Context: an optimization exercise on an open-source flow, tuned for small area, a short achievable clock period and few clock cycles per item. The choices shown serve that exercise and are no tape-out recipe. Function was checked by simulation only, so behaviour that the tests miss may differ from the original.

==> run Y <==
==> flow/design.v (excerpt) <==
module nasccl_schedgen (
    input  wire         clk,
    input  wire         rst,
    input  wire         start,
    input  wire [13:0]  table_count,
    input  wire [10:0]  seed_len,
    output wire         idle,
    input  wire         seed_valid,
    input  wire [7:0]   seed_data,
    output wire         seed_ready,
    output reg          out_valid,
    output wire [255:0] out_data,
    input  wire         out_ready
);
export LEC_CHECK = 0
export ABC_AREA = 1
export CAP_MARGIN = 20
export CORE_MARGIN = 2
export CORE_UTILIZATION = 40
export CTS_CLUSTER_DIAMETER = 60
export CTS_CLUSTER_SIZE = 25
export SETUP_SLACK_MARGIN = 5
export SLEW_MARGIN = 20
create_clock -name core_clock -period 10.0 [get_ports {clk}]
standard.sh (not shown) runs the stock make flow with config.mk's settings and CLKGATE_MAP_FILE= SYNTH_SCRIPT=/design/flow/synth_recipe.tcl, a recipe that flattens the netlist after the stock synthesis.
==> flow/flow/run.sh <==
#!/bin/bash
set -euo pipefail
W=$(pwd)

# ORFS synth.tcl, with the ABC arguments pointing at our script
sed "s|^source \$::env(SCRIPTS_DIR)/synth_preamble.tcl\$|&\nset abc_args [list -script $W/flow/abc.script {*}\$lib_args {*}\$lib_dont_use_args -constr \$::env(OBJECTS_DIR)/abc.constr]|" \
    "$FLOW_HOME/scripts/synth.tcl" > "$W/flow_synth.tcl"
grep -q "flow/abc.script" "$W/flow_synth.tcl"

# The standard flow's synthesis wrapper, sourcing the script above
sed "s|source \$::env(SCRIPTS_DIR)/synth.tcl|source $W/flow_synth.tcl|" "$W/synth_recipe.tcl" > "$W/flow_synth_recipe.tcl"
grep -q "flow_synth.tcl" "$W/flow_synth_recipe.tcl"

# standard.sh, using that wrapper and the port buffer cell
sed -e "s|SYNTH_SCRIPT=$W/synth_recipe.tcl|SYNTH_SCRIPT=$W/flow_synth_recipe.tcl|" \
    -e "s| SETUP_SLACK_MARGIN=5 | SETUP_SLACK_MARGIN=5.15 |" \
    -e "s|\"\${@:-finish}\"|\"BUFFER_PORTS_ARGS=-buffer_cell sky130_fd_sc_hd__buf_1\" \"CTS_ARGS=-sink_clustering_enable -repair_clock_nets -sink_clustering_size 28 -sink_clustering_max_diameter 70 -dont_use_dummy_load\" &|" \
    "$W/standard.sh" > "$W/flow_standard.sh"
grep -q "flow_synth_recipe.tcl" "$W/flow_standard.sh"
grep -q "BUFFER_PORTS_ARGS" "$W/flow_standard.sh"
grep -q "dont_use_dummy_load" "$W/flow_standard.sh"
grep -q " SETUP_SLACK_MARGIN=5.15 " "$W/flow_standard.sh"

RV="$W/orfs/results/sky130hd/nasccl_schedgen/base/1_2_yosys.v"
bash "$W/flow_standard.sh" "$RV" > "$W/flow_synth.log" 2>&1
cp "$RV" "$RV.synth"
python3 "$W/flow/pushinv.py" "$RV.synth" "$RV" > "$W/flow_pushinv.log" 2>&1
touch -r "$RV.synth" "$RV"
bash "$W/flow_standard.sh" > "$W/flow_standard.log" 2>&1
test -f "$W/out/final.def"
Other scripts of this flow, unchanged in this note and not shown: flow/flow/abc.script, flow/flow/pushinv.py
==> inputs of run P, as changes to run Y <==
--- a/flow/flow/run.sh
+++ b/flow/flow/run.sh
@@ -11,17 +11,17 @@
 sed "s|source \$::env(SCRIPTS_DIR)/synth.tcl|source $W/flow_synth.tcl|" "$W/synth_recipe.tcl" > "$W/flow_synth_recipe.tcl"
 grep -q "flow_synth.tcl" "$W/flow_synth_recipe.tcl"
 
 # standard.sh, using that wrapper and the port buffer cell
 sed -e "s|SYNTH_SCRIPT=$W/synth_recipe.tcl|SYNTH_SCRIPT=$W/flow_synth_recipe.tcl|" \
-    -e "s| SETUP_SLACK_MARGIN=5 | SETUP_SLACK_MARGIN=5.15 |" \
-    -e "s|\"\${@:-finish}\"|\"BUFFER_PORTS_ARGS=-buffer_cell sky130_fd_sc_hd__buf_1\" \"CTS_ARGS=-sink_clustering_enable -repair_clock_nets -sink_clustering_size 28 -sink_clustering_max_diameter 70 -dont_use_dummy_load\" &|" \
+    -e "s| SETUP_SLACK_MARGIN=5 | SETUP_SLACK_MARGIN=5.3 |" \
+    -e "s|\"\${@:-finish}\"|\"BUFFER_PORTS_ARGS=-buffer_cell sky130_fd_sc_hd__buf_1\" \"CTS_ARGS=-sink_clustering_enable -repair_clock_nets -sink_clustering_size 25 -sink_clustering_max_diameter 60 -dont_use_dummy_load\" &|" \
     "$W/standard.sh" > "$W/flow_standard.sh"
 grep -q "flow_synth_recipe.tcl" "$W/flow_standard.sh"
 grep -q "BUFFER_PORTS_ARGS" "$W/flow_standard.sh"
 grep -q "dont_use_dummy_load" "$W/flow_standard.sh"
-grep -q " SETUP_SLACK_MARGIN=5.15 " "$W/flow_standard.sh"
+grep -q " SETUP_SLACK_MARGIN=5.3 " "$W/flow_standard.sh"
 
 RV="$W/orfs/results/sky130hd/nasccl_schedgen/base/1_2_yosys.v"
 bash "$W/flow_standard.sh" "$RV" > "$W/flow_synth.log" 2>&1
 cp "$RV" "$RV.synth"
 python3 "$W/flow/pushinv.py" "$RV.synth" "$RV" > "$W/flow_pushinv.log" 2>&1
==> inputs of run X, as changes to run Y <==
--- a/flow/flow/run.sh
+++ b/flow/flow/run.sh
@@ -1,6 +1,20 @@
 #!/bin/bash
+# Layout flow: the standard flow (standard.sh) with two changes:
+#  - synthesis: the final ABC technology mapping uses flow/abc.script (the ORFS
+#    area script with a 3000 ps delay target for "map"). Registers, flattening
+#    and renaming are those of the standard synthesis.
+#  - placement: every input and output port still gets a buffer, but a
+#    sky130_fd_sc_hd__buf_1 (BUFFER_PORTS_ARGS) instead of the default pick.
+#  - clock tree: the standard CTS arguments (clock net repair, sink
+#    clustering of at most 28 sinks within 70 um) plus -dont_use_dummy_load.
+#  - after synthesis, flow/pushinv.py chooses the polarity of each full-adder
+#    cell (a full adder is self-dual) and whether each xor/xnor cell is an xor
+#    or an xnor, so that fewer inverters are needed around them; the netlist
+#    computes the same function, with the same registers, ports and names.
+# Every other step is the standard one. Tool output goes to flow_standard.log
+# and the ORFS logs under orfs/logs.
 set -euo pipefail
 W=$(pwd)
 
 # ORFS synth.tcl, with the ABC arguments pointing at our script
 sed "s|^source \$::env(SCRIPTS_DIR)/synth_preamble.tcl\$|&\nset abc_args [list -script $W/flow/abc.script {*}\$lib_args {*}\$lib_dont_use_args -constr \$::env(OBJECTS_DIR)/abc.constr]|" \
@@ -11,17 +25,15 @@
 sed "s|source \$::env(SCRIPTS_DIR)/synth.tcl|source $W/flow_synth.tcl|" "$W/synth_recipe.tcl" > "$W/flow_synth_recipe.tcl"
 grep -q "flow_synth.tcl" "$W/flow_synth_recipe.tcl"
 
 # standard.sh, using that wrapper and the port buffer cell
 sed -e "s|SYNTH_SCRIPT=$W/synth_recipe.tcl|SYNTH_SCRIPT=$W/flow_synth_recipe.tcl|" \
-    -e "s| SETUP_SLACK_MARGIN=5 | SETUP_SLACK_MARGIN=5.15 |" \
     -e "s|\"\${@:-finish}\"|\"BUFFER_PORTS_ARGS=-buffer_cell sky130_fd_sc_hd__buf_1\" \"CTS_ARGS=-sink_clustering_enable -repair_clock_nets -sink_clustering_size 28 -sink_clustering_max_diameter 70 -dont_use_dummy_load\" &|" \
     "$W/standard.sh" > "$W/flow_standard.sh"
 grep -q "flow_synth_recipe.tcl" "$W/flow_standard.sh"
 grep -q "BUFFER_PORTS_ARGS" "$W/flow_standard.sh"
 grep -q "dont_use_dummy_load" "$W/flow_standard.sh"
-grep -q " SETUP_SLACK_MARGIN=5.15 " "$W/flow_standard.sh"
 
 RV="$W/orfs/results/sky130hd/nasccl_schedgen/base/1_2_yosys.v"
 bash "$W/flow_standard.sh" "$RV" > "$W/flow_synth.log" 2>&1
 cp "$RV" "$RV.synth"
 python3 "$W/flow/pushinv.py" "$RV.synth" "$RV" > "$W/flow_pushinv.log" 2>&1
==> inputs of run F, as changes to run Y <==
--- a/flow/design.v
+++ b/flow/design.v
@@ -156,11 +156,10 @@
     reg          sdone;        
     reg          run, ffa;
     reg  [5:0]   rnd;
     reg  [1:0]   ffk;
     reg  [1:0]   ctx;
-    reg          ffiv;         
     reg  [31:0]  kreg;         
     reg          runb, ffab;   
     reg  [3:0]   xs;           
     reg          mins;         
     reg  [3:0]   mph;          
@@ -208,13 +207,13 @@
     wire hand_go = (state == S_HAND) && (!out_valid || out_ready) && (mph == 4'd15)
                    && !(out_valid && !a_real);
     wire rot_go  = in_rot && mv_last;
     wire xfer_go = in_xfer && mv_last;
     wire a_ld    = hand_go || rot_go || xfer_go;
-    wire [255:0] a_ldv = (hand_go || (xfer_go && !first_blk)) ? ist : SHA256_IV;
+    wire [255:0] a_ldv = ist;
     wire b_ld    = hand_go || rot_go;
-    wire [255:0] b_ldv = hand_go ? ost : SHA256_IV;
+    wire [255:0] b_ldv = ost;
     wire bw_ld   = cdone && (ctx == C_ITEM || (ctx == C_BLK && lastblk));
     reg  [31:0] k_nx;                              
     always @(*) begin
         case (rnd + 6'd1)
             6'd0:  k_nx = 32'h428a2f98; 6'd1:  k_nx = 32'h71374491;
@@ -257,14 +256,10 @@
                       ({32{xs[2]}} & ist[95:64])   | ({32{xs[3]}} & ist[127:96]);
     wire [31:0] bx  = ({32{xs[0]}} & ost[159:128]) | ({32{xs[1]}} & ost[191:160]) |
                       ({32{xs[2]}} & ost[223:192]) | ({32{xs[3]}} & ost[255:224]);
     wire [31:0] by  = ({32{xs[0]}} & ost[31:0])    | ({32{xs[1]}} & ost[63:32])   |
                       ({32{xs[2]}} & ost[95:64])   | ({32{xs[3]}} & ost[127:96]);
-    wire [31:0] ivx = ({32{xs[0]}} & SHA256_IV[159:128]) | ({32{xs[1]}} & SHA256_IV[191:160]) |
-                      ({32{xs[2]}} & SHA256_IV[223:192]) | ({32{xs[3]}} & SHA256_IV[255:224]);
-    wire [31:0] ivy = ({32{xs[0]}} & SHA256_IV[31:0])    | ({32{xs[1]}} & SHA256_IV[63:32])   |
-                      ({32{xs[2]}} & SHA256_IV[95:64])   | ({32{xs[3]}} & SHA256_IV[127:96]);
     sha256_core #(.HOLD(0)) u_a (
         .clk     (clk),
         .st_ld   (a_ld),
         .st_val  (a_ldv),
         .w_ld    (1'b0),
@@ -272,12 +267,12 @@
         .w_ins   (a_ins),
         .ins_val (a_insv),
         .rnd_en  (run),
         .ff_en   (ffa),
         .k       (kreg),
-        .x       (ffiv ? ivx : ax),
-        .y       (ffiv ? ivy : ay),
+        .x       (ax),
+        .y       (ay),
         .st      (a_st),
         .fin     (a_fin),
         .w0      (a_w0)
     );
     sha256_core #(.HOLD(1)) u_b (
@@ -289,12 +284,12 @@
         .w_ins   (b_ins),
         .ins_val (b_insv),
         .rnd_en  (runb),
         .ff_en   (ffab),
         .k       (kreg),
-        .x       (ffiv ? ivx : bx),
-        .y       (ffiv ? ivy : by),
+        .x       (bx),
+        .y       (by),
         .st      (b_st),
         .fin     (b_fin),
         .w0      (b_w0)
     );
     wire take    = seed_valid && sready;
@@ -306,13 +301,17 @@
         end
         bd_q <= seed_data;
         bl_q <= (cnt_in + 11'd1 == sl_q);
         if (push)
             stage <= {stage[15:0], sb};
-        if (cdone && ctx != C_ITEM)
+        if (state == S_INIT || (cdone && ctx == C_BLK && lastblk))
+            ist <= SHA256_IV;
+        else if (cdone && ctx != C_ITEM)
             ist <= a_fin;
-        if (cdone && ctx == C_KEY)
+        if (state == S_INIT)
+            ost <= SHA256_IV;
+        else if (cdone && ctx == C_KEY)
             ost <= b_fin;
         kreg <= (run && rnd != 6'd63) ? k_nx : K0;
         xs   <= (run && rnd == 6'd63) ? 4'b0001 : {xs[2:0], 1'b0};
     end
     always @(posedge clk) begin
@@ -416,20 +415,18 @@
                 S_XFER: begin
                     wcnt <= wcnt + 4'd1;
                     if (mv_last) begin
                         bfull   <= 1'b0;
                         lastblk <= lastfull;
-                        ffiv    <= first_blk;
                         ctx     <= C_BLK;
                         sready  <= (cnt_in != sl_q);
                         state   <= S_CMP;
                     end
                 end
                 S_ROT: begin
                     wcnt <= wcnt + 4'd1;
                     if (mv_last) begin
-                        ffiv  <= 1'b1;
                         ctx   <= C_KEY;
                         state <= S_CMP;
                     end
                 end
                 S_CMP: begin
@@ -443,11 +440,10 @@
                                 end else begin
                                     state <= S_COLL;
                                 end
                             end
                             C_KEY: begin
-                                ffiv  <= 1'b0;
                                 ctx   <= C_ITEM;
                                 state <= S_HAND;
                             end
                             default: begin
                                 out_valid <= b_real;
--- a/flow/flow/run.sh
+++ b/flow/flow/run.sh
@@ -12,11 +12,11 @@
 grep -q "flow_synth.tcl" "$W/flow_synth_recipe.tcl"
 
 # standard.sh, using that wrapper and the port buffer cell
 sed -e "s|SYNTH_SCRIPT=$W/synth_recipe.tcl|SYNTH_SCRIPT=$W/flow_synth_recipe.tcl|" \
     -e "s| SETUP_SLACK_MARGIN=5 | SETUP_SLACK_MARGIN=5.15 |" \
-    -e "s|\"\${@:-finish}\"|\"BUFFER_PORTS_ARGS=-buffer_cell sky130_fd_sc_hd__buf_1\" \"CTS_ARGS=-sink_clustering_enable -repair_clock_nets -sink_clustering_size 28 -sink_clustering_max_diameter 70 -dont_use_dummy_load\" &|" \
+    -e "s|\"\${@:-finish}\"|\"BUFFER_PORTS_ARGS=-buffer_cell sky130_fd_sc_hd__buf_1\" \"CTS_ARGS=-sink_clustering_enable -repair_clock_nets -sink_clustering_size 25 -sink_clustering_max_diameter 60 -dont_use_dummy_load\" &|" \
     "$W/standard.sh" > "$W/flow_standard.sh"
 grep -q "flow_synth_recipe.tcl" "$W/flow_standard.sh"
 grep -q "BUFFER_PORTS_ARGS" "$W/flow_standard.sh"
 grep -q "dont_use_dummy_load" "$W/flow_standard.sh"
 grep -q " SETUP_SLACK_MARGIN=5.15 " "$W/flow_standard.sh"
==> run summary <==
quantity                                                                        run X                    run Y                    run F                    run P
Worst endpoint data arrival time                                              5.63 ns                  5.60 ns                  5.60 ns                  5.66 ns
Multi-input gates                                                                6884                     6885                     8243                     6886
Worst Hold Path EP                                                       u_a.w[6][22]             u_a.w[6][22]            u_a.w[12][27]              u_a.w[3][8]
Met3 Track Usage GR                                                             6.34%                    6.68%                    8.36%                    7.16%
Sequential cell area                                                       0.0602 mm²               0.0603 mm²               0.0551 mm²               0.0603 mm²
P&R area growth vs syn                                                          11.3%                    12.7%                    11.4%                    15.2%
Signal buffers                                                                    678                      756                      706                      824
Number of fill cells                                                            26800                    26700                    27400                    26500
Final core utilization                                                          44.8%                    45.4%                    44.8%                    46.4%
Tapcell Cnt                                                                      3743                     3743                     3762                     3743
Sequential cells                                                                 2285                     2285                     2283                     2285
Area of all placed cells without fillers                                    0.127 mm²                0.128 mm²                0.128 mm²                0.131 mm²
Worst Setup SP                                                              u_b.h[18]                u_b.h[18]                u_b.h[11]                u_b.h[18]
Number of buffers inserted during clock tree synthesis                            153                      153                      172                      181
Clk latency of the worst-skew pair                                            0.90 ns                  0.90 ns                  0.92 ns                  0.94 ns
Post-Syn Area per Cell                                                       10.5 µm²                 10.5 µm²                 9.32 µm²                 10.5 µm²
Fraction of final layout cells sized beyond drive strength 1                    10.2%                    12.1%                    10.1%                    14.7%
Rel. slew slack                                                                 10.3%                    12.9%                    19.6%                    13.9%
Number of nets in the synthesized netlist                                       11700                    11700                    13200                    11700
Per-cell via count in the routed design                                          5.87                     5.87                     5.68                     5.87
# diodes                                                                           23                       21                       15                       31
Sum of met3 wire segment lengths after detailed routing                      50500 µm                 50900 µm                 60800 µm                 51800 µm
Outcome                                                       complete, no violations  complete, no violations  complete, no violations  complete, no violations
Gates resized, CTS repair                                                         412                      623                      404                      808
Met2 track demand over resource in global routing                               51.3%                    51.2%                    42.0%                    51.4%
TritonCTS Sinks                                                                  2285                     2285                     2283                     2285
Testbench counts of run Y, summed over its fixed seeds: cycles 57,258, items 712.
Testbench counts of run P, summed over its fixed seeds: cycles 57,258, items 712.
Testbench counts of run X, summed over its fixed seeds: cycles 57,258, items 712.
Testbench counts of run F, summed over its fixed seeds: cycles 57,258, items 712.

==> what the ideal ports hide <==
The results above use ideal ports. As a check the final layouts listed here were re-extracted and re-timed, cells and wires unchanged.
Step 1 assumes that a clkbuf_16 drives the clock port and a buf_2 every other input.
Step 2 also shifts input and output timing later by t, the mid clock arrival at the registers, as if the neighbouring blocks saw the same clock.
Slacks: ideal / step 1 / step 2; pairs: ideal / step 1.
| run | t, ns | setup slack, ns | hold slack, ns | cell pins on the clock port's net |
|---|---|---|---|---|
| run Y | 0.944 | 4.953 / 4.953 / 4.316 | 0.265 / 0.265 / 0.265 | 1 |
| run P | 0.986 | 5.011 / 5.011 / 4.408 | 0.295 / 0.295 / 0.295 | 1 |
| run X | 0.939 | 4.919 / 4.919 / 4.295 | 0.266 / 0.266 / 0.266 | 1 |
| run F | 0.967 | 5.063 / 5.063 / 4.536 | 0.281 / 0.281 / 0.281 | 1 |
After both steps setup and hold are still met in every run listed. For run Y, which loses most, drivers alone change the setup slack by 0.000 ns; drivers and shift together by -0.637 ns.
